This design comes from an exercise in tuning for small area, a short achievable clock period and few clock cycles per item on the open sky130 flow, not from production work.
Where RTL was checked, it was by simulation tests only, not by an equivalence proof against the original.
Power is estimated from default activity; no workload was simulated.

// ats_sensor_scan
module ats_sensor_scan (
    input  wire        clk,
    input  wire        rst,           
    input  wire        start,         
    input  wire [15:0] now,           
    input  wire [7:0]  max_temp,      
    input  wire [7:0]  dis_temp,      
    output reg         ready,
    output reg  [7:0]  adc_en,        
    input  wire [15:0] adc_raw,       
    output reg         done,          
    output wire [63:0] readings,      
    output reg  [7:0]  max_reading,
    output reg         overheat
);
Settings: LEC_CHECK=0, CAP_MARGIN=30, CORE_MARGIN=2, CORE_UTILIZATION=40, CTS_CLUSTER_DIAMETER=150, CTS_CLUSTER_SIZE=30, PLACE_DENSITY=0.72, SLEW_MARGIN=20; clock period 17.0 ns.
standard.sh (not shown) runs the stock make flow with config.mk's settings and CLKGATE_MAP_FILE= SYNTH_SCRIPT=/design/flow/synth_recipe.tcl, a recipe that flattens the netlist after the stock synthesis.
==> flow/flow/run.sh <==
#!/bin/bash
# Own flow: the standard layout (standard.sh, unchanged synthesis), with
#  - the port buffers made of plain buffers.
# The whole make output goes to flow.log in the work folder; ORFS keeps each
# step's own log under orfs/logs/.
set -euo pipefail
export SETUP_SLACK_MARGIN="${SETUP_SLACK_MARGIN_OWN:-12}"
export TNS_END_PERCENT=100
export BUFFER_PORTS_ARGS="-buffer_cell sky130_fd_sc_hd__buf_2"
bash standard.sh > flow.log 2>&1
Testbench counts at the start, summed over its fixed seeds: cycles 35,208, scans 3,200.
==> next run, changes <==
--- a/flow/config.mk
+++ b/flow/config.mk
@@ -12,0 +13 @@
+export GPL_TIMING_DRIVEN = 0
=> Wire length rises by 17%; total power rises by 1.7%; worst hold slack loses 12 ps; setup slack loses 240 ps; sequential share of layout area falls by 0.69 points; global-route usage rises by 6.2 points.
==> next run, changes <==
==> flow/flow/run.sh (replaced) <==
#!/bin/bash
# Own flow: the standard layout (standard.sh, unchanged synthesis and
# settings from config.mk), except that the port buffers are plain
# sky130_fd_sc_hd__buf_2 cells (the standard flow picks a delay buffer,
# clkdlybuf4s50_1, which is both larger and slower). Every input and output
# port still gets its buffer. The whole make output goes to flow.log in the
# work folder; ORFS keeps each step's own log under orfs/logs/.
set -euo pipefail
export BUFFER_PORTS_ARGS="-buffer_cell sky130_fd_sc_hd__buf_2"
bash standard.sh > flow.log 2>&1
--- a/flow/config.mk
+++ b/flow/config.mk
@@ -13 +12,0 @@
-export GPL_TIMING_DRIVEN = 0
Result:
- synthesized area does not change
- clock skew went up by 13 ps
- setup slack improves by 240 ps
- fmax went up by a few percent
- total power went down slightly
- combinational power went down by a little under a tenth
- routed wire length went down by about a fifth
- critical path depth went down by 10

---

Another version of the RTL of ats_sensor_scan (not shown whole).
Size in the first run: about 260 flip-flops, about 130 I/O pins.
==> flow/config.mk <==
export PLATFORM = sky130hd
export DESIGN_NAME = ats_sensor_scan
export DESIGN_NICKNAME = ats_sensor_scan
export VERILOG_FILES = /design/flow/design.v
export SDC_FILE = /design/flow/constraint.sdc
export NUM_CORES = 4
export LEC_CHECK = 0
export CAP_MARGIN = 30
export CORE_MARGIN = 2
export CORE_UTILIZATION = 40
export CTS_CLUSTER_DIAMETER = 120
export CTS_CLUSTER_SIZE = 24
export SLEW_MARGIN = 20
==> flow/constraint.sdc <==
create_clock -name core_clock -period 17.0 [get_ports {clk}]
set_input_delay 3.4000 -clock core_clock [delete_from_list [all_inputs] [get_ports {clk}]]
set_output_delay 3.4000 -clock core_clock [all_outputs]
set_load 0.01 [all_outputs]
==> flow/flow/run.sh <==
#!/bin/bash
# Own flow: the standard layout (standard.sh, unchanged synthesis), with
#  - the port buffers made of plain buffers.
# The whole make output goes to flow.log in the work folder; ORFS keeps each
# step's own log under orfs/logs/.
set -euo pipefail
export SETUP_SLACK_MARGIN="${SETUP_SLACK_MARGIN_OWN:-0}"
export TNS_END_PERCENT=100
export BUFFER_PORTS_ARGS="-buffer_cell sky130_fd_sc_hd__buf_2"
bash standard.sh > flow.log 2>&1
The first run completed without violations.
Next try:
--- a/flow/flow/run.sh
+++ b/flow/flow/run.sh
@@ -5,5 +5,5 @@
 # step's own log under orfs/logs/.
 set -euo pipefail
-export SETUP_SLACK_MARGIN="${SETUP_SLACK_MARGIN_OWN:-0}"
+export SETUP_SLACK_MARGIN="${SETUP_SLACK_MARGIN_OWN:-12}"
 export TNS_END_PERCENT=100
 export BUFFER_PORTS_ARGS="-buffer_cell sky130_fd_sc_hd__buf_2"
Result:
- The changed run completed with no timing, DRC or antenna violations
- die area is unchanged
- wire length is unchanged
- clock-buffer cell count is unchanged
- critical path depth does not change
- non-clock buffer count is unchanged
- total power is unchanged
No run of this note included a check of the RTL's function; only the layout flow was run.

---

ats_sensor_scan, a different RTL version from the one above (not shown whole).
Size in the first run: roughly 130 I/O pins.
clock: 17.0 ns
lec_check: 0
cap_margin: 20
core_margin: 2
core_utilization: 40
slew_margin: 20
run.sh (not shown) runs the stock make flow with config.mk's settings and CLKGATE_MAP_FILE= SYNTH_SCRIPT=/design/flow/synth_recipe.tcl, a recipe that flattens the netlist after the stock synthesis.
Stock flow here: none of the scripts above is used.
The first run produced a clean layout.
Testbench counts at the start, summed over its fixed seeds: cycles 35,208, scans 3,200.
Rerun with:
==> flow/flow/run.sh (new file) <==
#!/bin/bash
# Own flow: the standard layout (standard.sh, unchanged synthesis), with
#  - the port buffers made of plain buffers.
# The whole make output goes to flow.log in the work folder; ORFS keeps each
# step's own log under orfs/logs/.
set -euo pipefail
export SETUP_SLACK_MARGIN="${SETUP_SLACK_MARGIN_OWN:-12}"
export TNS_END_PERCENT=100
export BUFFER_PORTS_ARGS="-buffer_cell sky130_fd_sc_hd__buf_2"
bash standard.sh > flow.log 2>&1
==> flow/standard.sh (new file) <==
#!/bin/bash
# synth_recipe.tcl (not shown) runs the flow's synth.tcl, then flattens the netlist and writes it again
# the make line also repeats each setting of config.mk as NAME=value (left out here)
make -C /OpenROAD-flow-scripts/flow DESIGN_CONFIG=/design/flow/config.mk WORK_HOME=/design/flow/orfs CLKGATE_MAP_FILE= SYNTH_SCRIPT=/design/flow/synth_recipe.tcl "${@:-finish}"
Settings changed: CAP_MARGIN 20 to 30.
removed: flow/run.sh
The new run completed with no timing, DRC or antenna violations.
Hold slack degrades by 5.8 ps.
Power goes down slightly.
Clock-buffer cell count goes down by 4.

port drivers added, routing unchanged:
In the flow no input, the clock included, has a driving cell. The finished layouts below were timed again as built, in two steps.
Step 1 assumes that a clkbuf_16 drives the clock port and a buf_2 every other input.
Step 2 moves the port delays by t, midway between the first and last clock arrival at a register: inputs arrive t later, outputs are due t later. That takes back most of the time a late clock gives input paths.
Slacks: ideal / step 1 / step 2; pairs: ideal / step 1.
run	shift t [ns]	setup slack, ns	latest minus earliest clock arrival (ns)
the first run of note 1	0.564	12.428 / 12.370 / 12.209	0.042 / 0.041
the second run of note 1	0.565	12.191 / 12.191 / 12.082	0.029 / 0.029
the third run of note 1	0.564	12.428 / 12.370 / 12.209	0.042 / 0.041
the first run of note 2	0.555	12.101 / 12.047 / 12.507	0.031 / 0.031
the second run of note 2	0.555	12.101 / 12.047 / 12.507	0.031 / 0.031
the first run of note 3	0.631	11.999 / 11.939 / 11.969	0.015 / 0.015
the second run of note 3	0.643	12.330 / 12.271 / 12.409	0.023 / 0.024
After both steps setup and hold are still met in every run listed.
